What follows belongs to an exercise in optimizing a design on an open flow for small area, a short achievable clock period and few clock cycles per item; a production flow would make more cautious choices. At most, simulation tests tie the RTL to the original design; equivalence was not proved. The RTL of run 2 was laid out without a check of its function.

$ cat flow/run.sh
#!/bin/bash
# synth_recipe.tcl (not shown) runs the flow's synth.tcl, then flattens the netlist and writes it again
# the make line also repeats each setting of config.mk as NAME=value (left out here)
make -C /OpenROAD-flow-scripts/flow DESIGN_CONFIG=/design/flow/config.mk WORK_HOME=/design/flow/orfs CLKGATE_MAP_FILE= SYNTH_SCRIPT=/design/flow/synth_recipe.tcl finish
$ cat flow/config.mk
export PLATFORM = sky130hd
export DESIGN_NAME = securec_core
export DESIGN_NICKNAME = securec_core
export VERILOG_FILES = /design/flow/design.v
export SDC_FILE = /design/flow/constraint.sdc
export NUM_CORES = 4
export LEC_CHECK = 0
export CAP_MARGIN = 20
export CORE_MARGIN = 2
export CORE_UTILIZATION = 40
export SLEW_MARGIN = 20
$ cat flow/constraint.sdc
create_clock -name core_clock -period 38.0 [get_ports {clk}]
set_input_delay 7.6000 -clock core_clock [delete_from_list [all_inputs] [get_ports {clk}]]
set_output_delay 7.6000 -clock core_clock [all_outputs]
set_load 0.01 [all_outputs]
$ cat flow/design.v
module securec_core (
    input  wire       clk,
    input  wire       rst,       
    input  wire       we,        
    input  wire [4:0] addr,      
    input  wire [7:0] wdata,     
    output reg  [7:0] rdata,     
    output reg        trig       
);
    localparam [3:0] ST_IDLE     = 4'd0;
    localparam [3:0] ST_EXP_CHK  = 4'd1;
    localparam [3:0] ST_EXP_HEAD = 4'd2;
    localparam [3:0] ST_EXP_MUL  = 4'd3;
    localparam [3:0] ST_EXP_SQR  = 4'd4;
    localparam [3:0] ST_EXP_SHR  = 4'd5;
    localparam [3:0] ST_CMPA     = 4'd6;
    localparam [3:0] ST_CMPB     = 4'd7;
    localparam [3:0] ST_FIN      = 4'd8;
    localparam [7:0] FMSG = 8'hA0;
    localparam [7:0] FEXP = 8'h05;
    localparam [7:0] FMOD = 8'hDD;
    localparam [7:0] TAG_EXP = 8'h72;   
    localparam [7:0] TAG_CMP = 8'h70;   
    localparam [1:0] EC_MODZERO = 2'd1;
    localparam [1:0] EC_ILLCMD  = 2'd2;
    reg [3:0] st;
    reg [1:0] opr;
    reg       done;
    reg       err;
    reg [1:0] ecode;
    reg [7:0] result;
    reg [7:0] rtag;
    reg [7:0] ibuf [0:9];
    reg [7:0] res;
    reg [7:0] base;
    reg [7:0] exp_r;
    reg [7:0] mod_r;
    reg [3:0] idx;
    reg [7:0] acc;
    reg       flag;
    wire busy = (st != ST_IDLE);
    function [7:0] ref_byte;
        input [2:0] i;
        begin
            case (i)
                3'd0: ref_byte = 8'h69;   
                3'd1: ref_byte = 8'h6E;   
                3'd2: ref_byte = 8'h66;   
                3'd3: ref_byte = 8'h69;   
                3'd4: ref_byte = 8'h6E;   
                3'd5: ref_byte = 8'h65;   
                3'd6: ref_byte = 8'h6F;   
                default: ref_byte = 8'h6E;   
            endcase
        end
    endfunction
    wire [7:0]  mul_a   = (st == ST_EXP_MUL) ? res : base;
    wire [15:0] prod    = {8'd0, mul_a} * {8'd0, base};
    wire [15:0] prod_md = prod % {8'd0, mod_r};
    wire [7:0] cmp_att = ibuf[idx];
    wire [7:0] cmp_ref = ref_byte(idx[2:0]);
    wire cmd_write = we && (addr == 5'h00);
    always @(posedge clk) begin
        if (we && !busy && addr[4] && (addr[3:0] <= 4'd9))
            ibuf[addr[3:0]] <= wdata[7:0];
    end
    always @(posedge clk) begin
        if (rst) begin
            st    <= ST_IDLE;
            trig  <= 1'b0;
            done  <= 1'b0;
            err   <= 1'b0;
            ecode <= 2'd0;
        end else begin
            case (st)
                ST_IDLE: begin
                    if (cmd_write) begin
                        done  <= 1'b0;
                        err   <= 1'b0;
                        ecode <= 2'd0;
                        if (wdata[7:2] != 6'd0) begin
                            err   <= 1'b1;
                            ecode <= EC_ILLCMD;
                        end else begin
                            opr  <= wdata[1:0];
                            trig <= 1'b1;
                            case (wdata[1:0])
                                2'b00: begin
                                    res   <= 8'd1;
                                    base  <= FMSG;
                                    exp_r <= FEXP;
                                    mod_r <= FMOD;
                                    st    <= ST_EXP_CHK;
                                end
                                2'b01: begin
                                    res   <= 8'd1;
                                    base  <= ibuf[0];
                                    exp_r <= ibuf[1];
                                    mod_r <= ibuf[2];
                                    st    <= ST_EXP_CHK;
                                end
                                2'b10: begin
                                    idx  <= 4'd0;
                                    flag <= 1'b1;
                                    st   <= ST_CMPA;
                                end
                                default: begin
                                    idx <= 4'd0;
                                    acc <= 8'd0;
                                    st  <= ST_CMPB;
                                end
                            endcase
                        end
                    end
                end
                ST_EXP_CHK: begin
                    if (mod_r == 8'd0) begin
                        err   <= 1'b1;
                        ecode <= EC_MODZERO;
                        trig  <= 1'b0;
                        st    <= ST_IDLE;
                    end else begin
                        st <= ST_EXP_HEAD;
                    end
                end
                ST_EXP_HEAD: begin
                    if (exp_r == 8'd0)
                        st <= ST_FIN;
                    else if (exp_r[0])
                        st <= ST_EXP_MUL;
                    else
                        st <= ST_EXP_SQR;
                end
                ST_EXP_MUL: begin
                    res <= prod_md[7:0];
                    st  <= ST_EXP_SQR;
                end
                ST_EXP_SQR: begin
                    base <= prod_md[7:0];
                    st   <= ST_EXP_SHR;
                end
                ST_EXP_SHR: begin
                    exp_r <= {1'b0, exp_r[7:1]};
                    st    <= ST_EXP_HEAD;
                end
                ST_CMPA: begin
                    if (idx == 4'd8) begin
                        st <= ST_FIN;
                    end else if (cmp_att != cmp_ref) begin
                        flag <= 1'b0;
                        st   <= ST_FIN;
                    end else begin
                        idx <= idx + 4'd1;
                    end
                end
                ST_CMPB: begin
                    if (idx == 4'd8) begin
                        st <= ST_FIN;
                    end else begin
                        acc <= acc | (cmp_att ^ cmp_ref);
                        idx <= idx + 4'd1;
                    end
                end
                ST_FIN: begin
                    case (opr)
                        2'b00, 2'b01: begin
                            result <= res;
                            rtag   <= TAG_EXP;
                        end
                        2'b10: begin
                            result <= {7'd0, flag};
                            rtag   <= TAG_CMP;
                        end
                        default: begin
                            result <= acc;
                            rtag   <= TAG_CMP;
                        end
                    endcase
                    done <= 1'b1;
                    trig <= 1'b0;
                    st   <= ST_IDLE;
                end
                default: begin
                    st   <= ST_IDLE;
                    trig <= 1'b0;
                end
            endcase
        end
    end
    always @(*) begin
        case (addr)
            5'h01:   rdata = {3'd0, ecode, err, done, busy};
            5'h02:   rdata = result;
            5'h03:   rdata = rtag;
            default: rdata = 8'h00;
        endcase
    end
endmodule
==> run notes, run 1 <==
- Pre-CTS setup slack: -0.149 ns
- Synth-to-Final Area Change: 12.2%
- Cells after DPL: between 2k and 2.5k
- Post-Route WL: 38.6 mm
- Core box area: 37,500 µm²
- Crit-path max cell delay: 0.54 ns
- Top cells by count, synth: edfxtp_1, ha_1, nor2_1, nand2_1, inv_1
- Ratio of cells with drive above 1 in the final layout: between 10% and 20%
- Max-cap violations: 0
- First-pass GRT wire length: between 60 and 70 mm
- CTS tree: built
- R2r setup slk: 2.60 ns
- Synth Instances: 1,555
- Vias in the first global route: 11.7k
- Worst setup path start: st[2]
- Clock buffer depth: 2
- Routed len/inst: between 15 and 20 µm
- Total gr overflow: 0
- Worst r2r src: st[2]
- Leading area contributor after synthesis: edfxtp_1
- Initial core utilization: 40.5%
- Area share of the largest cell type after synthesis: 30.1%
- Pin count of the biggest net entering global routing: 25
- Critical path's most frequent cell: o21a_1
- Final setup fails: 0
- GP Congestion: 0.880
- Syn avg cell area: between 9 and 10 µm²
- Fmax: 0.0283 GHz
- Placed cell area: ~16,000 µm²
- Initial DRC count: slightly below 900
- Post-synthesis instance area: 15,200 µm²
- DR DRC count: 0
- R2R depth: 162
- N_diodes: 0
- Gr usage total: 19.7%
- Later-pin clock latency in the skew report: 0.43 ns
- Die height: 199 µm
- Fin crit share: 93.1%
- Min Tclk post-route: 35.40 ns
- Min-Delay Path Class: flop to flop
- Status: finished clean
- Pre-Repair DR Iteration Count: 5
- TritonCTS Sinks: 165
- Seq/Total Area, Yosys: a little under a third
- CTS clock-pin slew for the worst setup and hold paths: 0.07 ns
- FILL cells: 3,582
- Maximum fanout along the worst path: 15
- Worst-Margin Slew: approximately 1.1 ns
- Final Skew: 0.0112 ns
- Slew margin rel.: 27.6%
- RR Endpoint: res[2]
- Arrival time of the worst setup path: 35.65 ns
- Critical-path top delay cell: fa_1
- H-tree levels: 4
- CP startpoint kind: flop
- Final Cell Area: between 15,000 and 20,000 µm²
- Initial antenna violation count: 0
- Slew Viols, Final: 0
- CP Capture Type: flop
- Antenna-violating nets left: 0
- Die footprint: 39,500 µm²
- Root Driver: clkbuf_16
- Chip Width: ~200 µm
- Io pins: 25
- WP data required: between 30 and 40 ns
- Yosys reg bits: 165
- Yosys warns: 1
- Hold Crit Depth: 1
- Vias per std cell: about 5.7
- Top FF cell, synth: edfxtp_1
- Netlist cell types: 98
- Final Hold Fails: 0
- Asr flop ratio synth: 0%
- Finished Layout Cells: ~2.1k
- Worst setup path end: res[2]
- Detailed-route via count: 12.1k
- Hpwl dp: 29.9 mm
- Final net count: about 1.8k
- Worst setup margin: ~2.6 ns
- Top-count cell post-synth: edfxtp_1
- Cell row count: 71
- IO Port Bufs: 24
- CTS Buf Count: 17
- Top area cells in the synthesized netlist: edfxtp_1, ha_1, fa_1
- EDFF count, synth: 152
- Worst Path Class, Setup: flop to flop
[layout make-up]
type                       count  area, µm²  share of cell area, %
multi-input combinational   1267      10100                   59.3
sequential                   165       4830                   28.3
tap                          511        639                   3.75
timing repair buffer          57        488                   2.86
clock buffer                  18        429                   2.52
inverter                      97        364                   2.14
clock inverter                14        188                   1.10
[registers in the layout (all words and copies together) (netlist names), named ones only]
register and cells:
acc 8, base 8, done 1, ecode 2
err 1, exp_r 8, flag 1, ibuf 96
idx 4, mod_r 8, opr 2, res 8
result 8, rtag 1, st 4, trig 1
[logic make-up (layout without fill, tap and decap cells)]
logic type	count (synthesis)	in the layout	synth area share (%)
simple gates	514	515	17.4
compound gates	413	413	19.2
fa+ha+maj	181	181	16.7
flops	165	165	31.8
buf+inv	139	186	3.61
mux	81	81	7.71
xor+xnor	61	61	3.52
other cells	1	16	0.0247
[how the worst min path moves through the flow]
stage               start    to
CTS                  done  done
floorplan            done  done
global route         done  done
detailed placement   done  done
finish               done  done
global placement     done  done
[stage by stage]
| step | TNS [ns] | hold WS (ns) | util, % |
|---|---|---|---|
| after floorplan | 0 | 0.423 | - |
| after global placement | 0 | 0.435 | 42.9 |
| after detailed placement | -1.07 | 0.452 | 42.9 |
| after CTS | 0 | 0.470 | 44.5 |
| after global routing | -0.179 | 0.501 | 45.4 |
| final | 0 | 0.475 | 45.4 |
[timing repair]
action | CTS | global route
endpoints found under the hold margin | 0 | 0
hold buffers | 0 | 0
buffers inserted | 0 | 16
pin swaps | 0 | 4
cloned | 0 | 1
gates resized for setup | 5 | 48
endpoints found under the setup margin | 16 | 16
[placed cells by master (no fill, tap or decap), types with 27 or more instances in the layout]
cell / instances
xnor2_1: 36
nand2_1: 99
ha_1: 143
nor2b_1: 57
edfxtp_1: 152
a21o_1: 33
fa_1: 37
nor2_1: 127
a21oi_1: 84
inv_1: 95
buf_4: 33
o21ai_0: 58
o21a_1: 63
nand2b_1: 30
nor3_1: 60
nand3_1: 27
[per-layer routing]
metal	wire length, µm	share of wire (%)	track usage (%)
met2	18700	49	33.7
met3	1570	4.1	1.87
met5	0	0	0
met1	17700	46	26.9
met4	598	1.5	4.84
[worst max-delay path, delay by kind of cell (launching register included)]
kind            cells  cell delay [ns]
flops               1             0.43
xor+xnor            1             0.16
fa+ha+maj          21             7.36
mux                 4             1.12
compound gates     89            17.64
buf+inv             9             1.17
simple gates       38             7.23
Testbench counts, summed over its fixed seeds: cycles 32,939, cmds 1,280.
==> run 2: changes to the inputs <==
==> flow/design.v (replaced) <==
module securec_core (
    input  wire       clk,
    input  wire       rst,       
    input  wire       we,        
    input  wire [4:0] addr,      
    input  wire [7:0] wdata,     
    output reg  [7:0] rdata,     
    output reg        trig       
);
    localparam [1:0] ST_FIN  = 2'd0;    
    localparam [1:0] ST_MZ   = 2'd1;    
    localparam [1:0] ST_SQR  = 2'd2;    
    localparam [1:0] ST_MUL  = 2'd3;    
    reg [1:0] st;
    reg       done;
    reg       err_mz;
    reg       err_ill;
    reg [7:0] res;        
    reg       tag_exp;    
    reg [7:0] ib0, ib1, ib2, ib3, ib4, ib5, ib6, ib7;
    function [7:0] modmul;
        input [7:0] a;
        input [7:0] b;
        input [7:0] n;
        reg [15:0] p;
        reg [8:0]  r;
        reg [9:0]  t;
        integer    i;
        begin
            p = a * b;
            r = {1'b0, p[15:8]};
            for (i = 7; i >= 0; i = i - 1) begin
                r = {r[7:0], p[i]};
                t = {1'b0, r} - {2'b00, n};
                if (!t[9]) r = t[8:0];
            end
            modmul = r[7:0];
        end
    endfunction
    wire       cmd_write = we && (addr == 5'h00) && !trig;
    wire [7:0] mul_a     = cmd_write ? 8'd1 : ((st == ST_SQR) ? ib0 : res);
    wire [7:0] mm        = modmul(mul_a, ib0, ib2);
    wire [7:0] cmp_or = (ib0 ^ 8'h69) | (ib1 ^ 8'h6E) | (ib2 ^ 8'h66) | (ib3 ^ 8'h69) |
                        (ib4 ^ 8'h6E) | (ib5 ^ 8'h65) | (ib6 ^ 8'h6F) | (ib7 ^ 8'h6E);
    wire ib_write = we && !trig && (addr[4:3] == 2'b10);
    wire [7:0] e_shr = {1'b0, ib1[7:1]};
    always @(posedge clk) begin
        if (ib_write) begin
            case (addr[2:0])
                3'd0: ib0 <= wdata;
                3'd1: ib1 <= wdata;
                3'd2: ib2 <= wdata;
                3'd3: ib3 <= wdata;
                3'd4: ib4 <= wdata;
                3'd5: ib5 <= wdata;
                3'd6: ib6 <= wdata;
                default: ib7 <= wdata;
            endcase
        end else if (cmd_write && wdata == 8'h01) begin
            ib0 <= mm;
            ib1 <= e_shr;
        end else if (trig && st == ST_SQR) begin
            ib0 <= mm;
            if (!ib1[0]) ib1 <= e_shr;
        end else if (trig && st == ST_MUL) begin
            ib1 <= e_shr;
        end
    end
    always @(posedge clk) begin
        if (rst) begin
            trig    <= 1'b0;
            done    <= 1'b0;
            err_mz  <= 1'b0;
            err_ill <= 1'b0;
        end else if (!trig) begin
            if (cmd_write) begin
                done    <= 1'b0;
                err_mz  <= 1'b0;
                err_ill <= 1'b0;
                if (wdata[7:2] != 6'd0) begin
                    err_ill <= 1'b1;
                end else begin
                    trig    <= 1'b1;
                    tag_exp <= !wdata[1];
                    st      <= ST_FIN;
                    case (wdata[1:0])
                        2'b00: res <= 8'h3E;
                        2'b01: begin
                            if (ib2 == 8'd0)
                                st <= ST_MZ;
                            else if (e_shr != 8'd0)
                                st <= ST_SQR;
                            res <= ib1[0] ? mm : 8'd1;
                        end
                        2'b10: res <= {7'd0, cmp_or == 8'd0};
                        default: res <= cmp_or;
                    endcase
                end
            end
        end else begin
            case (st)
                ST_FIN: begin
                    trig <= 1'b0;
                    done <= 1'b1;
                end
                ST_MZ: begin
                    trig   <= 1'b0;
                    err_mz <= 1'b1;
                end
                ST_SQR: begin
                    if (ib1[0]) st <= ST_MUL;
                end
                default: begin
                    res <= mm;
                    if (e_shr == 8'd0) begin
                        trig <= 1'b0;
                        done <= 1'b1;
                    end else begin
                        st <= ST_SQR;
                    end
                end
            endcase
        end
    end
    always @(*) begin
        case (addr)
            5'h01:   rdata = {3'd0, err_ill, err_mz, err_ill | err_mz, done, trig};
            5'h02:   rdata = res;
            5'h03:   rdata = {6'b011100, tag_exp, 1'b0};
            default: rdata = 8'h00;
        endcase
    end
endmodule
==> run 2 against run 1 <==
Effect of this change: synthesized cell count is 37% lower; synthesized area down 40%; critical path depth is 62 lower; first-iteration DRC count is 50% lower; cell area is 42% lower; clock-buffer cell count decreased by 9; register-to-register slack improved by 10 ns; sequential share of layout area is 4.9 points lower; highest routed layer unchanged.
==> run notes, run 2 <==
- Layout Utilization: approximately 44%
- Min Tclk post-route: 32.58 ns
- Die footprint: 24,000 µm²
- FILL cells: 2,171
- Worst r2r src: st[0]
- HP Start: done
- CTS clock-pin slew for the worst setup and hold paths: 0.06 ns
- Area share of the largest cell type after synthesis: 24.8%
- Hpwl dp: 17.5 mm
- Commonest cells after routing, fill and taps aside: ha_1, inv_1, nor2_1, edfxtp_1, nand2_1
- R2R depth: 100
- Vias in the first global route: 6,998
- Core box area: 22,500 µm²
- Leading area contributor after synthesis: edfxtp_1
- Total gr overflow: 0
- Pre-CTS setup slack: 4.88 ns
- Post-synthesis instance area: 9090 µm²
- Worst Path Class, Setup: input port to flop
- GP Congestion: approximately 0.87
- Seq/Total Area, Yosys: 25.6%
- Yosys reg bits: 79
- Number of gates resized after cts: 0
- CP delay by family, top: compound AO/OA/AOI/OAI gates
- N_diodes: 0
- Maximum fanout along the worst path: 11
- EDFF count, synth: 75
- Crit-path max cell delay: a little over 0.7 ns
- RR Endpoint: ib0[1]
- CTS Buf Count: 9
- Initial core utilization: 40.4%
- Synth-to-Final Area Change: 9.34%
- DR DRC count: 0
- Pin count of the biggest net entering global routing: 21
- Fmax: 0.0307 GHz
- Min-Delay Path Class: flop to flop
- Final Skew: roughly 0.0048 ns
- Slew Viols, Final: 0
- Initial DRC count: 433
- Root Driver: clkbuf_16
- Critical-path top delay cell: a2111oi_0
- Pre-Repair DR Iteration Count: 5
- Yosys warns: 1
- Asr flop ratio synth: 0%
- Crit path depth: 100
- Initial antenna violation count: 0
- Io pins: 25
- Hold Crit Depth: 2
- Worst-Margin Slew: 0.937 ns
- Top FF cell, synth: edfxtp_1
- Post-CTS Hold Buffers: 0
- Placed cell area: about 9600 µm²
- Top cells by count, synth: ha_1, inv_1, nor2_1, edfxtp_1, nand2_1
- IO Port Bufs: 24
- Die height: 155 µm
- Setup_tns: 0 ns
- TritonCTS Sinks: between 70 and 80
- WP data required: approximately 38 ns
- Top area cells in the synthesized netlist: edfxtp_1, ha_1, fa_1
- Clock buffer depth: 2
- First-pass GRT wire length: 36.2 mm
- Detailed-route via count: 7,222
- Final Cell Area: 9940 µm²
- Unrepaired setup endpoints after global routing: no
- Status: finished clean
- H-tree levels: 3
- Routed len/inst: 17.2 µm
- Worst setup margin: 5.42 ns
- Chip Width: ~150 µm
- R2r setup slk: 12.70 ns
- CP startpoint kind: input port
- Final net count: 1,163
- Arrival time of the worst setup path: 32.62 ns
- CTS tree: built
- Worst setup path end: ib0[1]
- Fin crit share: 85.7%
- Crit path buf inv count: 8
- Final setup fails: 0
- Top-count cell post-synth: ha_1
- Slew margin rel.: a little under two fifths
- Ratio of cells with drive above 1 in the final layout: 7.09%
- Most common cell after layout, fill and taps aside: ha_1
- Max-cap violations: 0
- Netlist cell types: 75
- Setup Buffers After CTS: 0
- Post-Route WL: 22.1 mm
- CP Capture Type: flop
- Synth Instances: between 900 and 1k
- Final Hold Fails: 0
- Later-pin clock latency in the skew report: ~0.33 ns
- Antenna-violating nets left: 0
- Vias per std cell: roughly 5.6
- Worst setup path start: addr[2]
- Syn avg cell area: 9.26 µm²
- Cell row count: 55
- Gr usage total: 18.6%
## run 2: changes by cell type after synthesis, sizes merged, moves of 33 or more
cell,delta
nand2,-39
ha,-38
o21a,-51
nor3,-53
nor2,-47
and2,+54
edfxtp,-77
nor2b,-40
a21oi,-33
## run 2: worst min-delay path by stage
stage,slack [ns],to
global route,0.52,done
finish,0.46,done
floorplan,0.43,done
CTS,0.46,done
global placement,0.45,done
detailed placement,0.45,done
## run 2: area by class of cell
class	instances	area, µm²	share of cell area, %
Inverter	99	372	3.74
Multi-Input combinational cell	779	6280	63.2
Tap cell	285	357	3.59
Clock inverter	6	93.8	0.944
Clock buffer	9	225	2.26
Timing Repair Buffer	30	283	2.84
Sequential cell	79	2330	23.5
## run 2: logic make-up after synthesis
family,Yosys count,share of synthesized area (%)
and+or+nand+nor,308,17.3
xor gates and xnor gates,43,4.14
DFF,79,25.6
AOI/OAI and AO/OA,220,16.4
muxes,59,7.02
adders and majority gates,149,24.1
buffers and inverters,124,5.34
## run 2: per-stage QoR
stage               instances  hold WS [ns]
global route             1287         0.519
floorplan                 982         0.426
detailed placement       1271         0.449
finish                   1287         0.456
CTS                      1286         0.457
global placement         1271         0.446
## run 2: metal layers
| layer | global-route usage, % | routed length [µm] | vias to the layer above |
|---|---|---|---|
| li1 | - | - | 3546 |
| met1 | 26.1 | 10500 | 3491 |
| met2 | 31.3 | 10500 | 152 |
| met3 | 1.54 | 799 | 33 |
| met4 | 4.63 | 315 | 0 |
| met5 | 0 | 0 | - |
## run 2: tightest hold or removal path: stages, from the launching register on
cell and delay [ns]:
dfxtp_1 0.31, nand2_1 0.05, a21oi_1 0.05
==> run 3: changes to the inputs <==
--- a/flow/design.v
+++ b/flow/design.v
@@ -25,14 +25,20 @@
         reg [15:0] p;
-        reg [8:0]  r;
-        reg [9:0]  t;
+        reg [9:0]  x;
+        reg [10:0] t1, t2, t3;
+        reg [9:0]  n3;
         integer    i;
         begin
-            p = a * b;
-            r = {1'b0, p[15:8]};
-            for (i = 7; i >= 0; i = i - 1) begin
-                r = {r[7:0], p[i]};
-                t = {1'b0, r} - {2'b00, n};
-                if (!t[9]) r = t[8:0];
+            p  = a * b;
+            n3 = {2'b00, n} + {1'b0, n, 1'b0};
+            x  = {2'b00, p[15:8]};
+            for (i = 3; i >= 0; i = i - 1) begin
+                x  = {x[7:0], p[2*i+1], p[2*i]};
+                t1 = {1'b0, x} - {3'b000, n};
+                t2 = {1'b0, x} - {2'b00, n, 1'b0};
+                t3 = {1'b0, x} - {1'b0, n3};
+                if (!t3[10])      x = t3[9:0];
+                else if (!t2[10]) x = t2[9:0];
+                else if (!t1[10]) x = t1[9:0];
             end
-            modmul = r[7:0];
+            modmul = x[7:0];
         end
@@ -40,3 +46,3 @@
     wire       cmd_write = we && (addr == 5'h00) && !trig;
-    wire [7:0] mul_a     = cmd_write ? 8'd1 : ((st == ST_SQR) ? ib0 : res);
+    wire [7:0] mul_a     = !trig ? 8'd1 : ((st == ST_SQR) ? ib0 : res);
     wire [7:0] mm        = modmul(mul_a, ib0, ib2);
==> run 3 against run 2 <==
Effect of this change: utilization fell by 0.16 points; first-iteration DRC count rose by 61%; critical path depth fell by 95; via count rose by 24%; synthesized area rose by 18%; worst setup slack improved by 16 ns; global-route usage rose by 1.4 points; non-clock buffer count rose by 4; sequential share of layout area fell by 3.6 points; clock skew rose by 0.0015 ns.
==> run notes, run 3 <==
- Status: finished clean
- CTS clock-pin slew for the worst setup and hold paths: about 0.060 ns
- Min-Delay Path Class: flop to flop
- Setup_tns: 0 ns
- Clock buffer depth: 2
- Total gr overflow: 0
- Number of gates resized after cts: 0
- Syn avg cell area: 8.94 µm²
- IO Port Bufs: 24
- Commonest cells after routing, fill and taps aside: ha_1, inv_1, a21oi_1, nor2_1, edfxtp_1
- Initial antenna violation count: 0
- CTS Buf Count: 9
- Vias per std cell: 5.71
- Area share of the largest cell type after synthesis: 20.9%
- R2r setup slk: 21.60 ns
- Top area cells in the synthesized netlist: edfxtp_1, ha_1, fa_1
- Io pins: 25
- Initial core utilization: 40.3%
- GP Congestion: about 0.85
- TritonCTS Sinks: 79
- DR DRC count: 0
- EDFF count, synth: between 70 and 80
- Die footprint: 28,200 µm²
- CP startpoint kind: input port
- Root Driver: clkbuf_16
- Pre-Repair DR Iteration Count: 5
- Later-pin clock latency in the skew report: between 0.3 and 0.4 ns
- H-tree levels: 3
- Vias in the first global route: 8,591
- Multi-input logic area: 7940 µm²
- Ratio of cells with drive above 1 in the final layout: 4.65%
- Leading area contributor after synthesis: edfxtp_1
- Post-CTS Hold Buffers: 0
- Asr flop ratio synth: 0%
- Post-Route WL: 28.2 mm
- Final Skew: 0.00631 ns
- Layout Utilization: 44.0%
- Unrepaired setup endpoints after global routing: no
- Arrival time of the worst setup path: 9.43 ns
- Yosys warns: 1
- Slew Viols, Final: 0
- WP data required: 30.40 ns
- Top FF cell, synth: edfxtp_1
- Max-cap violations: 0
- Routed len/inst: around 18 µm
- Final net count: around 1.4k
- Worst setup path start: addr[0]
- Worst r2r src: st[0]
- Hpwl dp: between 20 and 25 mm
- Netlist cell types: 78
- Slew margin rel.: 33.7%
- Yosys reg bits: 79
- Pre-CTS setup slack: roughly 21 ns
- Pin count of the biggest net entering global routing: 43
- Post-synthesis instance area: 10,800 µm²
- First-pass GRT wire length: 45.1 mm
- CP Capture Type: output port
- Worst-Margin Slew: between 0.9 and 1 ns
- Sequential cell area: 2330 µm²
- Synth-to-Final Area Change: 9.15%
- Final setup fails: 0
- Synth Instances: 1,202
- FILL cells: between 2k and 3k
- Detailed-route via count: 8,947
- Core box area: 26,700 µm²
- Chip Width: 168 µm
- Top-count cell post-synth: ha_1
- Most common cell after layout, fill and taps aside: ha_1
- CTS tree: built
- Worst Path Class, Setup: input port to output port
- HP Start: done
- Hold slack: 0.491 ns
- Maximum fanout along the worst path: 13
- Initial DRC count: 695
- Seq/Total Area, Yosys: ~22%
- Die height: 168 µm
- Fin crit share: between 40% and 50%
- Worst setup margin: 20.97 ns
- Cell row count: 60
- Gr usage total: between 20% and 30%
- N_diodes: 0
- Setup Buffers After CTS: 0
- Final Hold Fails: 0
- Fmax: 0.0587 GHz
- Min Tclk post-route: between 15 and 20 ns
- Top cells by count, synth: ha_1, inv_1, a21oi_1, nor2_1, edfxtp_1
- Antenna-violating nets left: 0
run 3: changes by cell type after synthesis, sizes merged, moves of 6 or more:
cell / change
inv: +9
xnor2: +19
ha: +50
nand3: +10
a21o: +13
a211oi: +7
mux2: -26
nor2b: +19
mux2i: -6
o21ai: +28
a31oi: +6
o21bai: +9
nand2b: +7
a21oi: +30
run 3: worst max-delay path: stages:
cell             delay, ns
clkdlybuf4s50_1       0.70
nor2b_1               0.30
o21ai_0               0.13
a21oi_1               0.16
clkdlybuf4s50_1       0.55
run 3: area by class of cell:
cell class	count	share of cell area, %
clock buffers	9	1.92
clock inverters	6	0.800
inverters	108	3.45
multi-input cells	990	67.6
flip-flops and latches	79	19.9
well taps	341	3.64
repair buffers	34	2.69
run 3: worst paths after layout:
| path | end | depth (start not counted) |
|---|---|---|
| hold reg to reg | done | 2 |
| setup reg to reg | res[2] | 60 |
| hold / removal | done | 2 |
| setup / recovery | rdata[2] | 5 |
run 3: metrics by stage:
step,std cells,cell area (µm²)
finish,1567,11700
global route,1567,11700
CTS,1567,11700
detailed placement,1552,11400
global placement,1552,11400
floorplan,1202,10800
run 3: kinds of logic (layout without fill, tap and decap cells):
family,Yosys count,in the layout,share of synthesized area [%]
xor+xnor,65,65,5.30
simple gates,363,363,17.9
mux,27,27,2.62
fa+ha+maj,204,204,27.2
buf+inv,133,157,4.73
compound gates,331,331,20.6
flops,79,79,21.7
run 3: per-layer routing:
| metal | track usage, % | vias up | part of all wire [%] |
|---|---|---|---|
| li1 | - | 4392 | - |
| met1 | 28.3 | 4331 | 48 |
| met2 | 33.8 | 198 | 47 |
| met3 | 1.97 | 26 | 3.8 |
| met4 | 3.25 | 0 | 1.3 |
| met5 | 0 | - | 0 |
Testbench counts of run 3, summed over its fixed seeds: cycles 16,370, cmds 1,280.
==> run 4: changes to the inputs <==
--- a/flow/design.v
+++ b/flow/design.v
@@ -19,2 +19,3 @@
     reg       tag_exp;    
+    reg       one;        
     reg [7:0] ib0, ib1, ib2, ib3, ib4, ib5, ib6, ib7;
@@ -46,3 +47,3 @@
     wire       cmd_write = we && (addr == 5'h00) && !trig;
-    wire [7:0] mul_a     = !trig ? 8'd1 : ((st == ST_SQR) ? ib0 : res);
+    wire [7:0] mul_a     = !trig ? 8'd1 : (st[0] ? res : ib0);
     wire [7:0] mm        = modmul(mul_a, ib0, ib2);
@@ -69,3 +70,3 @@
             ib0 <= mm;
-            if (!ib1[0]) ib1 <= e_shr;
+            if (!ib1[0] || one) ib1 <= e_shr;
         end else if (trig && st == ST_MUL) begin
@@ -99,2 +100,3 @@
                             res <= ib1[0] ? mm : 8'd1;
+                            one <= !ib1[0];
                         end
@@ -116,3 +118,14 @@
                 ST_SQR: begin
-                    if (ib1[0]) st <= ST_MUL;
+                    if (ib1[0]) begin
+                        if (one) begin
+                            res <= mm;
+                            one <= 1'b0;
+                            if (e_shr == 8'd0) begin
+                                trig <= 1'b0;
+                                done <= 1'b1;
+                            end
+                        end else begin
+                            st <= ST_MUL;
+                        end
+                    end
                 end
==> run 4 against run 3 <==
Effect of this change: clock-buffer cell count unchanged; sequential cell count up 1; worst setup slack worse by 0.12 ns; cell count up 2.4%; via count up 2.7%; still clean; critical path type unchanged.
==> run notes, run 4 <==
- Layout Utilization: 43.8%
- Core box area: roughly 27,000 µm²
- N_diodes: 0
- CTS clock-pin slew for the worst setup and hold paths: 0.06 ns
- Final Hold Fails: 0
- Max layer used: met4
- Synth Instances: between 1k and 1.5k
- Final Cell Area: roughly 12,000 µm²
- Chip Width: 169 µm
- Clock buffer depth: 2
- Ratio of cells with drive above 1 in the final layout: 4.99%
- Pre-Repair DR Iteration Count: 7
- Post-CTS Hold Buffers: 0
- Hpwl dp: 23.4 mm
- CP startpoint kind: input port
- Synth-to-Final Area Change: 7.85%
- Syn avg cell area: 8.78 µm²
- Post-synthesis instance area: 10,900 µm²
- DR DRC count: 0
- H-tree levels: 3
- Io pins: 25
- Max-cap violations: 0
- Most common cell after layout, fill and taps aside: ha_1
- M1 WL: 13.8 mm
- CTS tree: built
- Initial DRC count: around 740
- Yosys warns: 1
- Multi-input logic area: 8000 µm²
- Routed len/inst: 18.1 µm
- Seq/Total Area, Yosys: 21.6%
- Top FF cell, synth: edfxtp_1
- Min-Delay Path Class: flop to flop
- Final setup fails: 0
- Die height: 169 µm
- Vias in the first global route: about 9k
- Pin count of the biggest net entering global routing: 27
- Gr usage total: about a fifth
- Top-count cell post-synth: ha_1
- Setup Buffers After CTS: 0
- Fin crit share: 45.1%
- Commonest cells after routing, fill and taps aside: ha_1, inv_1, nand2_1, a21oi_1, nor2_1
- Initial antenna violation count: 0
- Detailed-route via count: 9,190
- CTS Buf Count: 9
- Fmax: approximately 0.058 GHz
- Root Driver: clkbuf_16
- Worst Path Class, Setup: input port to output port
- Leading area contributor after synthesis: edfxtp_1
- Top cells by count, synth: ha_1, inv_1, nand2_1, a21oi_1, nor2_1
- Final net count: 1,472
- Unrepaired setup endpoints after global routing: no
- Worst-Margin Slew: 1.03 ns
- Area share of the largest cell type after synthesis: about a fifth
- Min Tclk post-route: between 15 and 20 ns
- Initial core utilization: 40.6%
- Cell row count: 60
- Setup_tns: 0 ns
- First-pass GRT wire length: 47.0 mm
- Die footprint: 28,600 µm²
- EDFF count, synth: between 70 and 80
- Arrival time of the worst setup path: 9.56 ns
- Vias per std cell: 5.73
- Maximum fanout along the worst path: 13
- Total gr overflow: 0
- GP Congestion: 0.877
- Slew margin rel.: between 30% and 40%
- Asr flop ratio synth: 0%
- FILL cells: ~2.6k
- WL met2: 13.3 mm
- Yosys reg bits: 80
- Slew Viols, Final: 0
- CP Capture Type: output port
- TritonCTS Sinks: 80
- Later-pin clock latency in the skew report: 0.33 ns
- Routed length on met3: 1.09 mm
- Number of gates resized after cts: 0
- Top area cells in the synthesized netlist: edfxtp_1, ha_1, fa_1
- Placed cell area: 11,500 µm²
- Sequential cell area: 2360 µm²
- Status: finished clean
- Netlist cell types: 91
- Antenna-violating nets left: 0
- Final Skew: 0.00739 ns
- IO Port Bufs: 24
- Post-Route WL: ~29 mm
- WP data required: 30.40 ns
-- run 4: cell types whose count changed in the layout (fill, tap and decap cells not counted), sizes merged, moves of 5 or more --
cell	change
ha	-6
o311ai	+6
o21ai	-8
nand3	+11
nand4	+5
o211a	+6
nor2b	-14
a21o	+5
o211ai	+6
and2	-6
nand2	+32
a211oi	-5
-- run 4: metal layers --
metal,global-route usage (%),vias to the layer above
li1,-,4550
met1,29.1,4372
met2,33.6,215
met3,1.87,53
met4,6.43,0
met5,0,-
-- run 4: final cells by class --
cell class / count / area share (%)
Timing Repair Buffer: 34 / 2.68
Clock buffer: 9 / 1.91
Inverter: 108 / 3.44
Multi-Input combinational cell: 1025 / 67.9
Clock inverter: 7 / 0.393
Tap cell: 341 / 3.62
Sequential cell: 80 / 20.1
-- run 4: final timing paths --
kind / slack (ns) / startpoint / to / depth (start not counted)
max: 20.84 / addr[0] / rdata[2] / 5
min: 0.54 / err_ill / err_ill / 2
max reg2reg: 21.16 / trig / ib0[7] / 60
min reg2reg: 0.54 / err_ill / err_ill / 2
-- run 4: critical path, stage by stage --
cell and delay [ns]:
clkdlybuf4s50_1 0.68, nor2b_1 0.40, o21ai_0 0.15, a21oi_1 0.16, clkdlybuf4s50_1 0.56
-- run 4: stage by stage --
stage	setup WS, ns	hold slack (ns)	instances
2_1_floorplan	21.98	0.473	1244
3_3_place_gp	20.89	0.528	1588
3_5_place_dp	20.83	0.519	1588
4_1_cts	20.85	0.535	1604
5_1_grt	20.11	0.583	1604
6_report	20.84	0.543	1604
-- run 4: cell families (layout without fill, tap and decap cells) --
| family | Yosys count | in the layout | synth area share (%) |
|---|---|---|---|
| flip-flops | 80 | 80 | 21.6 |
| buffers and inverters | 139 | 158 | 5.14 |
| XOR/XNOR | 61 | 61 | 4.96 |
| multiplexers | 23 | 23 | 2.21 |
| adder cells (fa/ha/maj) | 198 | 198 | 26.1 |
| AO/OA/AOI/OAI | 345 | 345 | 21.6 |
| AND/OR/NAND/NOR | 398 | 398 | 18.4 |
Testbench counts of run 4, summed over its fixed seeds: cycles 16,084, cmds 1,280.
==> run 5: changes to the inputs <==
==> flow/flow/run.sh (new file) <==
#!/bin/bash
# Standard layout, with plain buffers (not the delay buffer buffer_ports
# picks by default) on the input and output ports.
set -euo pipefail
bash standard.sh "BUFFER_PORTS_ARGS=-buffer_cell sky130_fd_sc_hd__buf_2" finish > standard.log 2>&1
==> flow/standard.sh (new file) <==
#!/bin/bash
# synth_recipe.tcl (not shown) runs the flow's synth.tcl, then flattens the netlist and writes it again
# the make line also repeats each setting of config.mk as NAME=value (left out here)
make -C /OpenROAD-flow-scripts/flow DESIGN_CONFIG=/design/flow/config.mk WORK_HOME=/design/flow/orfs CLKGATE_MAP_FILE= SYNTH_SCRIPT=/design/flow/synth_recipe.tcl "${@:-finish}"
removed: flow/run.sh
==> run 5 against run 4 <==
Effect of this change: sequential cell count unchanged; global-route usage about the same; synthesized area unchanged; utilization down 0.31 points; die area unchanged; clock skew down 0.0017 ns; sequential share of layout area up 0.14 points; still clean; largest cell class unchanged.
==> run notes, run 5 <==
- Status: finished clean
- Post-synthesis instance area: 10,900 µm²
- Cell row count: 60
- FILL cells: about 2.7k
- EDFF count, synth: 76
- N_diodes: 0
- Fmax: 0.0617 GHz
- M1 WL: ~14 mm
- Post-CTS Hold Buffers: 0
- Io pins: 25
- H-tree levels: 3
- Seq/Total Area, Yosys: between 20% and 30%
- Asr flop ratio synth: 0%
- Area share of the largest cell type after synthesis: around a fifth
- Initial antenna violation count: 0
- Ratio of cells with drive above 1 in the final layout: under 10%
- Total gr overflow: 0
- Pre-Repair DR Iteration Count: 8
- Root Driver: clkbuf_16
- Setup_tns: 0 ns
- Min Tclk post-route: 16.20 ns
- Yosys reg bits: 80
- GP Congestion: 0.912
- CTS Buf Count: 9
- Initial DRC count: 786
- Setup Buffers After CTS: 0
- Commonest cells after routing, fill and taps aside: ha_1, inv_1, nand2_1, nor2_1, a21oi_1
- Post-Route WL: 29.5 mm
- Detailed-route via count: 9,149
- Worst-Margin Slew: roughly 0.96 ns
- Die footprint: 28,600 µm²
- Leading area contributor after synthesis: edfxtp_1
- Yosys warns: 1
- Arrival time of the worst setup path: 8.60 ns
- Later-pin clock latency in the skew report: between 0.3 and 0.4 ns
- Final net count: roughly 1.5k
- Die height: 169 µm
- Worst Path Class, Setup: input port to output port
- CP startpoint kind: input port
- Maximum fanout along the worst path: 13
- Placed cell area: 11,400 µm²
- Netlist cell types: 91
- Top FF cell, synth: edfxtp_1
- CP Capture Type: output port
- Initial core utilization: 40.6%
- Pin count of the biggest net entering global routing: 27
- Synth Instances: 1,244
- Clock buffer depth: 2
- Synth-to-Final Area Change: 7.09%
- Top cells by count, synth: ha_1, inv_1, nand2_1, a21oi_1, nor2_1
- Routed length on met3: 1.20 mm
- Hpwl dp: 23.6 mm
- Vias per std cell: approximately 5.7
- Final Cell Area: roughly 12,000 µm²
- Chip Width: about 170 µm
- Final setup fails: 0
- Top area cells in the synthesized netlist: edfxtp_1, ha_1, fa_1
- CTS clock-pin slew for the worst setup and hold paths: 0.06 ns
- Final Hold Fails: 0
- Core box area: 26,900 µm²
- Routed len/inst: 18.4 µm
- First-pass GRT wire length: 47.0 mm
- Slew Viols, Final: 0
- Min-Delay Path Class: flop to flop
- WL met2: about 14 mm
- Number of gates resized after cts: 0
- Gr usage total: 20.7%
- Final Skew: 0.00566 ns
- CTS tree: built
- WP data required: 30.40 ns
- Unrepaired setup endpoints after global routing: no
- Fin crit share: 42.6%
- Vias in the first global route: 8,757
- Syn avg cell area: 8.78 µm²
- DR DRC count: 0
- Top-count cell post-synth: ha_1
- Max layer used: met4
- Slew margin rel.: 35.6%
- Most common cell after layout, fill and taps aside: ha_1
- TritonCTS Sinks: 80
- IO Port Bufs: 24
- Max-cap violations: 0
- Antenna-violating nets left: 0
run 5: cell counts after synthesis:
Identical to the previous run, type by type.
run 5: path summary, 6_finish.rpt:
path	startpoint	to	slack, ns	cells after the start
worst max register to register	trig	ib0[7]	21.89	60
worst max-delay path	addr[0]	rdata[2]	21.80	5
worst min-delay path	err_ill	err_ill	0.54	2
worst min register to register	err_ill	err_ill	0.54	2
run 5: cell type report:
class                   count  area (µm²)  area share (%)
multi-input cells        1025        8000            68.4
well taps                 341         427            3.65
inverters                 108         405            3.47
clock buffers               9         225            1.93
flip-flops and latches     80        2360            20.2
repair buffers             31         173            1.48
clock inverters             7         103           0.877
run 5: cell families after synthesis:
kind of cell | after synthesis | synth area share, %
fa+ha+maj | 198 | 26.1
flops | 80 | 21.6
simple gates | 398 | 18.4
mux | 23 | 2.21
compound gates | 345 | 21.6
xor+xnor | 61 | 4.96
buf+inv | 139 | 5.14
run 5: critical path, stage by stage:
cell and delay, ns:
buf_2 0.20, nor2b_1 0.35, o21ai_0 0.15, a21oi_1 0.15, buf_2 0.14
run 5: metal layers:
| layer | global-route usage, % | vias up |
|---|---|---|
| met4 | 4.65 | 0 |
| met5 | 0 | - |
| met3 | 1.59 | 40 |
| met2 | 34.4 | 241 |
| met1 | 29.4 | 4339 |
| li1 | - | 4529 |
run 5: metrics by stage:
step                hold WS (ns)  instances  setup WS, ns  util (%)
CTS                        0.544       1601         21.81      43.5
detailed placement         0.530       1585         21.81      42.3
global route               0.565       1601         20.65      43.5
global placement           0.538       1585         21.81      42.3
finish                     0.544       1601         21.80      43.5
floorplan                  0.473       1244         21.98         -
==> run 6: changes to the inputs <==
==> flow/flow/run.sh (replaced) <==
#!/bin/bash
# Standard layout, with plain buffers (not the delay buffer buffer_ports
# picks by default) on the input and output ports.
set -euo pipefail
bash standard.sh "BUFFER_PORTS_ARGS=-buffer_cell sky130_fd_sc_hd__buf_2"  finish > standard.log 2>&1
--- a/flow/config.mk
+++ b/flow/config.mk
@@ -7,2 +7,3 @@
 export LEC_CHECK = 0
+export ABC_AREA = 1
 export CAP_MARGIN = 20
==> run 6 against run 5 <==
Effect of this change: still clean on timing, DRC and antenna; clock skew increased by 0.0025 ns; die area decreased by 1.8%; routed wire length decreased by 7.4%; register-to-register slack improved by 0.70 ns; critical path type unchanged; critical endpoint is now rdata[5]; highest routed layer unchanged.
==> run notes, run 6 <==
- GP Congestion: between 0.8 and 0.9
- Worst setup margin: 21.60 ns
- IO Port Bufs: 24
- Core box area: ~26,000 µm²
- Synth Instances: 1,428
- Final net count: 1,669
- Netlist cell types: 49
- EDFF count, synth: 76
- Top cells by count, synth: nand2_1, inv_1, ha_1, nor2_1, a21oi_1
- Crit-path max cell delay: 0.29 ns
- Arrival time of the worst setup path: slightly below 9 ns
- Gr usage total: 19.5%
- H-tree levels: 3
- DR DRC count: 0
- Initial antenna violation count: 0
- Final Cell Area: around 12,000 µm²
- Vias in the first global route: 8,840
- Slew Viols, Final: 0
- Worst Path Class, Setup: input port to output port
- Setup_tns: 0 ns
- Maximum fanout along the worst path: 6
- Detailed-route via count: 9,286
- Fin crit share: a little over two fifths
- Area share of the largest cell type after synthesis: between 20% and 30%
- Clock buffer depth: 2
- Top area cells in the synthesized netlist: edfxtp_1, ha_1, nand2_1
- Yosys reg bits: 80
- TritonCTS Sinks: 80
- Post-synthesis instance area: 10,700 µm²
- Post-CTS Hold Buffers: 0
- Max-cap violations: 0
- Crit path buf inv count: 5
- Setup Buffers After CTS: 0
- CTS Buf Count: 9
- Antenna-violating nets left: 0
- Top-count cell post-synth: nand2_1
- N_diodes: 0
- Post-Route WL: between 20 and 30 mm
- Most common cell after layout, fill and taps aside: nand2_1
- Final setup fails: 0
- CP startpoint kind: input port
- Chip Width: 168 µm
- Hold slack: approximately 0.52 ns
- Seq/Total Area, Yosys: 22.0%
- Number of gates resized after cts: 0
- Ratio of cells with drive above 1 in the final layout: 6.37%
- Die footprint: 28,100 µm²
- Fmax: 0.0610 GHz
- Slew margin rel.: 29.2%
- CP delay by family, top: buffers and inverters
- Leading area contributor after synthesis: edfxtp_1
- Pin count of the biggest net entering global routing: 20
- Final Hold Fails: 0
- Initial DRC count: 596
- Total gr overflow: 0
- Cell row count: 59
- First-pass GRT wire length: about 45 mm
- Final Skew: a little over 0.008 ns
- Root Driver: clkbuf_16
- Pre-Repair DR Iteration Count: 5
- Vias per std cell: 5.17
- Commonest cells after routing, fill and taps aside: nand2_1, inv_1, ha_1, nor2_1, a21oi_1
- Critical-path top delay cell: nor2_1
- Min Tclk post-route: around 16 ns
- Syn avg cell area: between 7 and 8 µm²
- Yosys warns: 1
- Top FF cell, synth: edfxtp_1
- Asr flop ratio synth: 0%
- Synth-to-Final Area Change: 7.27%
- WP data required: 30.40 ns
- Min-Delay Path Class: flop to flop
- Initial core utilization: 40.9%
- Worst-Margin Slew: around 1.1 ns
- Die height: approximately 170 µm
- CTS clock-pin slew for the worst setup and hold paths: 0.06 ns
- Routed len/inst: between 15 and 20 µm
- Layout Utilization: 43.9%
- Placed cell area: 11,200 µm²
- Hpwl dp: ~22 mm
- CP Cell Sequence: buf_2 -> nor2_1 -> inv_1 -> nor2_1 -> inv_1 -> nor2_1 -> inv_1 -> o21ai_0 -> buf_2
- CTS tree: built
- Later-pin clock latency in the skew report: 0.34 ns
- Unrepaired setup endpoints after global routing: no
- Io pins: 25
- CP Capture Type: output port
- Status: finished clean
- Pre-CTS setup slack: between 20 and 25 ns
[run 6: cell count changes in the layout (fill, tap and decap cells not counted), sizes merged, moves of 36 or more]
cell	change
nand3	+69
nor2	+58
nand2	+206
a21oi	+36
and2	-55
inv	+117
[run 6: metrics by stage]
step | std cells
2_1_floorplan | 1428
3_3_place_gp | 1779
6_report | 1795
4_1_cts | 1795
3_5_place_dp | 1779
5_1_grt | 1795
[run 6: worst reg2reg max path: cells and delay by family, from the launching register on]
family                     cells  cell delay, ns
muxes                          1            0.62
xor gates and xnor gates       1            0.53
and+or+nand+nor               30            4.40
AOI/OAI and AO/OA             19            4.28
buffers and inverters          6            0.80
adders and majority gates      9            3.88
DFF                            1            0.76
[run 6: cells by family (layout without fill, tap and decap cells)]
kind of cell	after synthesis	in the layout	share of synthesized area, %
simple gates	602	602	24.6
compound gates	241	241	12.6
buf+inv	239	271	8.60
fa+ha+maj	198	198	26.5
flops	80	80	22.0
xor+xnor	67	67	5.47
mux	1	1	0.0934
[run 6: routing by layer]
layer	wire [µm]	track usage, %	share of wire, %
met5	0	0	0
met4	805	6.20	2.9
met3	778	1.47	2.8
met2	12500	32.9	46
met1	13300	26.7	48
[run 6: layout make-up]
class | instances | area [µm²]
Timing Repair Buffer | 28 | 150
Clock buffer | 10 | 229
Multi-Input combinational cell | 1109 | 7440
Clock inverter | 6 | 50.0
Fill cell | 2611 | 14700
Tap cell | 335 | 419
Sequential cell | 80 | 2360
Inverter | 227 | 853
[run 6: path summary, 6_finish.rpt]
kind	start	cells after the start	end	slack [ns]
worst min register to register	err_ill	2	err_ill	0.52
worst max register to register	trig	66	ib0[5]	22.59
worst max-delay path	addr[2]	9	rdata[5]	21.60
worst min-delay path	err_ill	2	err_ill	0.52
==> run 7: changes to the inputs <==
==> flow/flow/run.sh (replaced) <==
#!/bin/bash
# Standard layout, with plain buffers (not the delay buffer buffer_ports
# picks by default) on the input and output ports.
set -euo pipefail
bash standard.sh "BUFFER_PORTS_ARGS=-buffer_cell sky130_fd_sc_hd__buf_2" SETUP_SLACK_MARGIN=22 finish > standard.log 2>&1
==> run 7 against run 6 <==
Effect of this change: die area unchanged; routed wire length up 0.41%; non-clock buffer count up 2; global-route usage about the same; first-iteration DRC count down 0.34%.
==> run notes, run 7 <==
- Max-cap violations: 0
- Worst setup path start: addr[3]
- DR DRC count: 0
- Gr usage total: 19.6%
- Seq/Total Area, Yosys: around 22%
- Final Hold Fails: 0
- Worst setup margin: 21.92 ns
- Slew margin rel.: 33.2%
- Maximum fanout along the worst path: 5
- Netlist cell types: 49
- Chip Width: 168 µm
- IO Port Bufs: 24
- Hpwl dp: 22.4 mm
- Initial DRC count: 594
- GP Congestion: 0.869
- Final Cell Area: between 10,000 and 15,000 µm²
- R2R depth: 68
- Post-synthesis instance area: 10,700 µm²
- Total gr overflow: 0
- Pre-Repair DR Iteration Count: 5
- Final net count: about 1.7k
- Commonest cells after routing, fill and taps aside: nand2_1, inv_1, ha_1, nor2_1, a21oi_1
- Final Skew: 0.00973 ns
- WP data required: 30.40 ns
- Top FF cell, synth: edfxtp_1
- Post-Route WL: 27.4 mm
- Slew Viols, Final: 0
- Final setup fails: 0
- Top-count cell post-synth: nand2_1
- First-pass GRT wire length: 44.6 mm
- Routed len/inst: 15.3 µm
- Leading area contributor after synthesis: edfxtp_1
- Vias in the first global route: 8,848
- R2r setup slk: 23.47 ns
- Cell row count: 59
- Vias per std cell: between 5 and 6
- Io pins: 25
- CTS tree: built
- Later-pin clock latency in the skew report: 0.34 ns
- Die footprint: approximately 28,000 µm²
- CTS Buf Count: 9
- Status: finished clean
- Ratio of cells with drive above 1 in the final layout: between 7 and 8%
- Core box area: 26,200 µm²
- Placed cell area: approximately 11,000 µm²
- HP Start: err_ill
- Detailed-route via count: 9,316
- Die height: 168 µm
- Syn avg cell area: 7.51 µm²
- Root Driver: clkbuf_16
- FILL cells: 2,611
- Initial core utilization: between 40 and 50%
- Top area cells in the synthesized netlist: edfxtp_1, ha_1, nand2_1
- Crit-path max cell delay: approximately 0.15 ns
- CTS clock-pin slew for the worst setup and hold paths: 0.06 ns
- CP Cell Sequence: buf_8 -> nor2_4 -> inv_2 -> nor2_4 -> inv_2 -> nor2_4 -> inv_2 -> o21ai_2 -> buf_2
- Synth-to-Final Area Change: 8.00%
- TritonCTS Sinks: 80
- Worst-Margin Slew: 0.995 ns
- Worst r2r src: trig
- Clock buffer depth: 2
- RR Endpoint: res[4]
- Pin count of the biggest net entering global routing: 20
- Min-Delay Path Class: flop to flop
- Cells after DPL: 1,779
- Asr flop ratio synth: 0%
- Fmax: approximately 0.062 GHz
- Fin crit share: between 40 and 50%
- N_diodes: 0
- Synth Instances: 1,428
- Critical-path top delay cell: nor2_4
- Most common cell after layout, fill and taps aside: nand2_1
- Worst setup path end: rdata[5]
- Yosys warns: 1
- Initial antenna violation count: 0
- Finished Layout Cells: 1,797
- Area share of the largest cell type after synthesis: 21.3%
- Pre-CTS setup slack: roughly 22 ns
- Yosys reg bits: 80
- Unrepaired setup endpoints after global routing: yes
- EDFF count, synth: 76
- Arrival time of the worst setup path: 8.48 ns
- H-tree levels: 3
- Worst Path Class, Setup: input port to output port
- CP Capture Type: output port
- Setup_tns: 0 ns
- Antenna-violating nets left: 0
- Min Tclk post-route: 16.08 ns
- Top cells by count, synth: nand2_1, inv_1, ha_1, nor2_1, a21oi_1
- CP startpoint kind: input port
[run 7: cell counts after synthesis]
No cell type changed its count.
[run 7: metal layers]
metal	vias up	GRT usage [%]	part of all wire, %
li1	4786	-	-
met1	4318	26.7	49
met2	165	33.0	46
met3	47	1.47	2.6
met4	0	6.20	3.0
met5	-	0	0
[run 7: worst min path at each step]
stage	to	slack, ns	cells past startpoint
2_1_floorplan	err_mz	0.46	2
3_3_place_gp	err_mz	0.50	2
3_5_place_dp	err_mz	0.51	2
4_1_cts	err_mz	0.52	2
5_1_grt	err_ill	0.56	2
6_report	err_ill	0.52	2
[run 7: worst max-delay path, delay by kind of cell]
kind / cells / cell delay (ns)
buf+inv: 5 / 0.44
simple gates: 3 / 0.32
compound gates: 1 / 0.13
[run 7: cell type report]
class                   count  area, µm²  share of cell area, %
multi-input cells        1109       7480                   64.6
well taps                 335        419                   3.62
clock buffers              10        229                   1.98
flip-flops and latches     80       2360                   20.4
inverters                 227        853                   7.37
clock inverters             6       50.0                  0.432
repair buffers             30        185                   1.60
[run 7: logic make-up after synthesis]
family                   share of synthesized area [%]
multiplexers                                    0.0934
AO/OA/AOI/OAI                                     12.6
XOR/XNOR                                          5.47
flip-flops                                        22.0
AND/OR/NAND/NOR                                   24.6
buffers and inverters                             8.60
adder cells (fa/ha/maj)                           26.5
[run 7: through the flow]
stage                     hold slack (ns)  utilization (%)
after floorplan                     0.461                -
after global placement              0.502             42.8
after detailed placement            0.507             42.8
after CTS                           0.524             44.0
after global routing                0.564             44.2
final                               0.522             44.2
[run 7: what timing repair did]
item	4_1_cts	5_1_grt
pin swaps	5	6
setup buffers	1	1
gates resized for setup	13	14
endpoints found under the setup margin	8	24
hold buffers	0	0
==> run 8: changes to the inputs <==
--- a/flow/flow/run.sh
+++ b/flow/flow/run.sh
@@ -2,3 +2,4 @@
 # Standard layout, with plain buffers (not the delay buffer buffer_ports
-# picks by default) on the input and output ports.
+# picks by default) on the input and output ports, and timing repair aimed
+# below the clock period.
 set -euo pipefail
--- a/flow/config.mk
+++ b/flow/config.mk
@@ -7,3 +7,2 @@
 export LEC_CHECK = 0
-export ABC_AREA = 1
 export CAP_MARGIN = 20
==> run 8 against run 7 <==
Effect of this change: critical endpoint is now rdata[4]; sequential share of layout area decreased by 0.66 points; sequential cell count unchanged; largest cell class unchanged; worst setup slack improved by 0.073 ns; global-route usage increased by 1.2 points; non-clock buffer count increased by 16; register-to-register slack got worse by 0.56 ns.
==> run notes, run 8 <==
- CP delay by family, top: simple AND/OR/NAND/NOR gates
- Crit-path max cell delay: roughly 0.44 ns
- Vias in the first global route: 8,895
- Top cells by count, synth: ha_1, inv_1, nand2_1, a21oi_1, nor2_1
- CP Capture Type: output port
- First-pass GRT wire length: 47.2 mm
- CTS clock-pin slew for the worst setup and hold paths: 0.07 ns
- Ratio of cells with drive above 1 in the final layout: 9.88%
- Final setup fails: 0
- Later-pin clock latency in the skew report: 0.34 ns
- Routed len/inst: 18.6 µm
- Detailed-route via count: ~9.4k
- Final Hold Fails: 0
- Antenna-violating nets left: 0
- Total gr overflow: 0
- Synth-to-Final Area Change: 9.52%
- Post-CTS Hold Buffers: 0
- Final net count: 1,484
- Netlist cell types: 91
- R2R depth: 59
- Fin crit share: 42.1%
- Top-count cell post-synth: ha_1
- Gr usage total: about a fifth
- Post-synthesis instance area: 10,900 µm²
- Hold Crit Depth: 2
- Syn avg cell area: roughly 9 µm²
- Post-Route WL: 30.1 mm
- Die height: 169 µm
- N_diodes: 0
- Pre-Repair DR Iteration Count: 6
- Top FF cell, synth: edfxtp_1
- Final Skew: 0.00594 ns
- Die footprint: 28,600 µm²
- RR Endpoint: res[4]
- Cell row count: 60
- Min Tclk post-route: ~16 ns
- IO Port Bufs: 24
- Synth Instances: 1,244
- CP Cell Sequence: buf_8 -> or3_4 -> a21oi_2 -> buf_2
- Worst-Margin Slew: between 0.9 and 1 ns
- Fmax: between 0.06 and 0.07 GHz
- Min-Delay Path Class: flop to flop
- Io pins: 25
- CP startpoint kind: input port
- Hpwl dp: 23.8 mm
- Layout Utilization: 44.5%
- Arrival time of the worst setup path: around 8.4 ns
- Worst Path Class, Setup: input port to output port
- Yosys warns: 1
- Commonest cells after routing, fill and taps aside: ha_1, inv_1, nand2_1, a21oi_1, nor2_1
- HP Start: done
- WP data required: 30.40 ns
- Leading area contributor after synthesis: edfxtp_1
- Initial antenna violation count: 0
- Initial DRC count: 848
- Most common cell after layout, fill and taps aside: ha_1
- Chip Width: 169 µm
- H-tree levels: 3
- CTS Buf Count: 9
- Crit path buf inv count: 2
- Worst r2r src: trig
- GP Congestion: 0.922
- Clock buffer depth: 2
- EDFF count, synth: 76
- Yosys reg bits: 80
- Pin count of the biggest net entering global routing: 26
- Critical-path top delay cell: or3_4
- Top area cells in the synthesized netlist: edfxtp_1, ha_1, fa_1
- Cells after DPL: 1,586
- Core box area: 26,900 µm²
- Initial core utilization: between 40% and 50%
- Maximum fanout along the worst path: 7
- Area share of the largest cell type after synthesis: 20.9%
- Unrepaired setup endpoints after global routing: yes
- Hold slack: 0.543 ns
- Seq/Total Area, Yosys: 21.6%
- Setup_tns: 0 ns
- Vias per std cell: 5.80
- TritonCTS Sinks: 80
- CTS tree: built
- Hold endpoint: done
- Root Driver: clkbuf_16
- Max-cap violations: 0
- DR DRC count: 0
- Slew Viols, Final: 0
- Asr flop ratio synth: 0%
- Slew margin rel.: ~37%
- Status: finished clean
- R2r setup slk: 22.91 ns
- Finished Layout Cells: 1,616
==> run 8: cell types whose count changed after synthesis, moves of 28 or more <==
cell,delta
nand2_1,-204
nor2_1,-50
and2_1,+53
a21oi_1,-34
nand3_1,-53
inv_1,-116
a21o_1,+28
==> run 8: how the worst max path moves through the flow <==
stage             from       end  cells after the start
3_3_place_gp   addr[0]  rdata[2]                      5
4_1_cts        addr[4]  rdata[4]                      4
5_1_grt        addr[2]  rdata[4]                      4
2_1_floorplan  addr[1]  rdata[2]                      4
6_report       addr[3]  rdata[4]                      4
3_5_place_dp   addr[0]  rdata[2]                      5
==> run 8: kinds of logic after synthesis <==
logic type	synth area share, %
compound gates	21.6
xor+xnor	4.96
fa+ha+maj	26.1
buf+inv	5.14
flops	21.6
mux	2.21
simple gates	18.4
==> run 8: worst reg2reg max path: cells and delay by family, from the launching register on <==
| family | cells | cell delay [ns] |
|---|---|---|
| AND/OR/NAND/NOR | 16 | 2.49 |
| multiplexers | 3 | 1.34 |
| flip-flops | 1 | 0.31 |
| adder cells (fa/ha/maj) | 9 | 3.62 |
| buffers and inverters | 6 | 0.89 |
| AO/OA/AOI/OAI | 25 | 6.16 |
==> run 8: cell type report <==
class / instances / area [µm²]
clock buffers: 9 / 225
fillers: 2635 / 14900
clock inverters: 7 / 87.6
flip-flops and latches: 80 / 2360
multi-input cells: 1025 / 8130
well taps: 341 / 427
inverters: 108 / 405
repair buffers: 46 / 325
==> run 8: timing repair <==
item                                    in CTS  in global routing
endpoints found under the setup margin       6                 22
endpoints found under the hold margin        0                  0
buffers inserted                             1                 13
resized for setup                            3                 34
pin swaps                                    3                  5
==> run 8: layer usage <==
metal / track usage, % / part of all wire [%] / vias up / wire length [µm]
met5: 0 / 0 / - / 0
met4: 5.20 / 2.2 / 0 / 650
met3: 1.00 / 3.7 / 53 / 1100
met2: 34.8 / 47 / 264 / 14000
met1: 29.3 / 47 / 4477 / 14300
li1: - / - / 4577 / -
==> run 8: stage by stage <==
stage / worst slack, ns / cell area (µm²)
floorplan: 22.00 / 10900
global placement: 21.80 / 11400
detailed placement: 21.78 / 11400
CTS: 21.98 / 11700
global route: 21.97 / 12000
finish: 21.99 / 12000

[port drivers added, routing unchanged]
The flow's constraints put no driver on any port. The routed layouts listed below were extracted and timed again, unchanged, in two steps. Step 1, drivers: a clkbuf_16 drives clk and a buf_2 each remaining input, both assumed. Step 2 moves the port delays by t, midway between the first and last clock arrival at a register: inputs arrive t later, outputs are due t later. That takes back most of the time a late clock gives input paths. a / b / c = ideal ports / drivers / drivers and shift; a / b = the first two.
run | t (ns) | slack for setup (ns) | clock arrival spread, ns
run 1 | 0.472 | 2.603 / 2.603 / 2.603 | 0.013 / 0.013
run 2 | 0.362 | 5.420 / 5.435 / 5.073 | 0.006 / 0.006
run 3 | 0.364 | 20.968 / 20.943 / 20.943 | 0.007 / 0.007
run 4 | 0.361 | 20.844 / 20.821 / 20.821 | 0.007 / 0.007
run 5 | 0.372 | 21.801 / 21.780 / 21.780 | 0.007 / 0.006
run 6 | 0.371 | 21.604 / 21.583 / 21.583 | 0.009 / 0.008
run 7 | 0.368 | 21.918 / 21.879 / 21.879 | 0.010 / 0.010
run 8 | 0.374 | 21.991 / 21.951 / 21.951 | 0.006 / 0.006
After both steps every run listed still meets setup and hold. The setup slack of run 2, which loses most, moves by +0.015 ns with the drivers and by -0.347 ns with both steps.
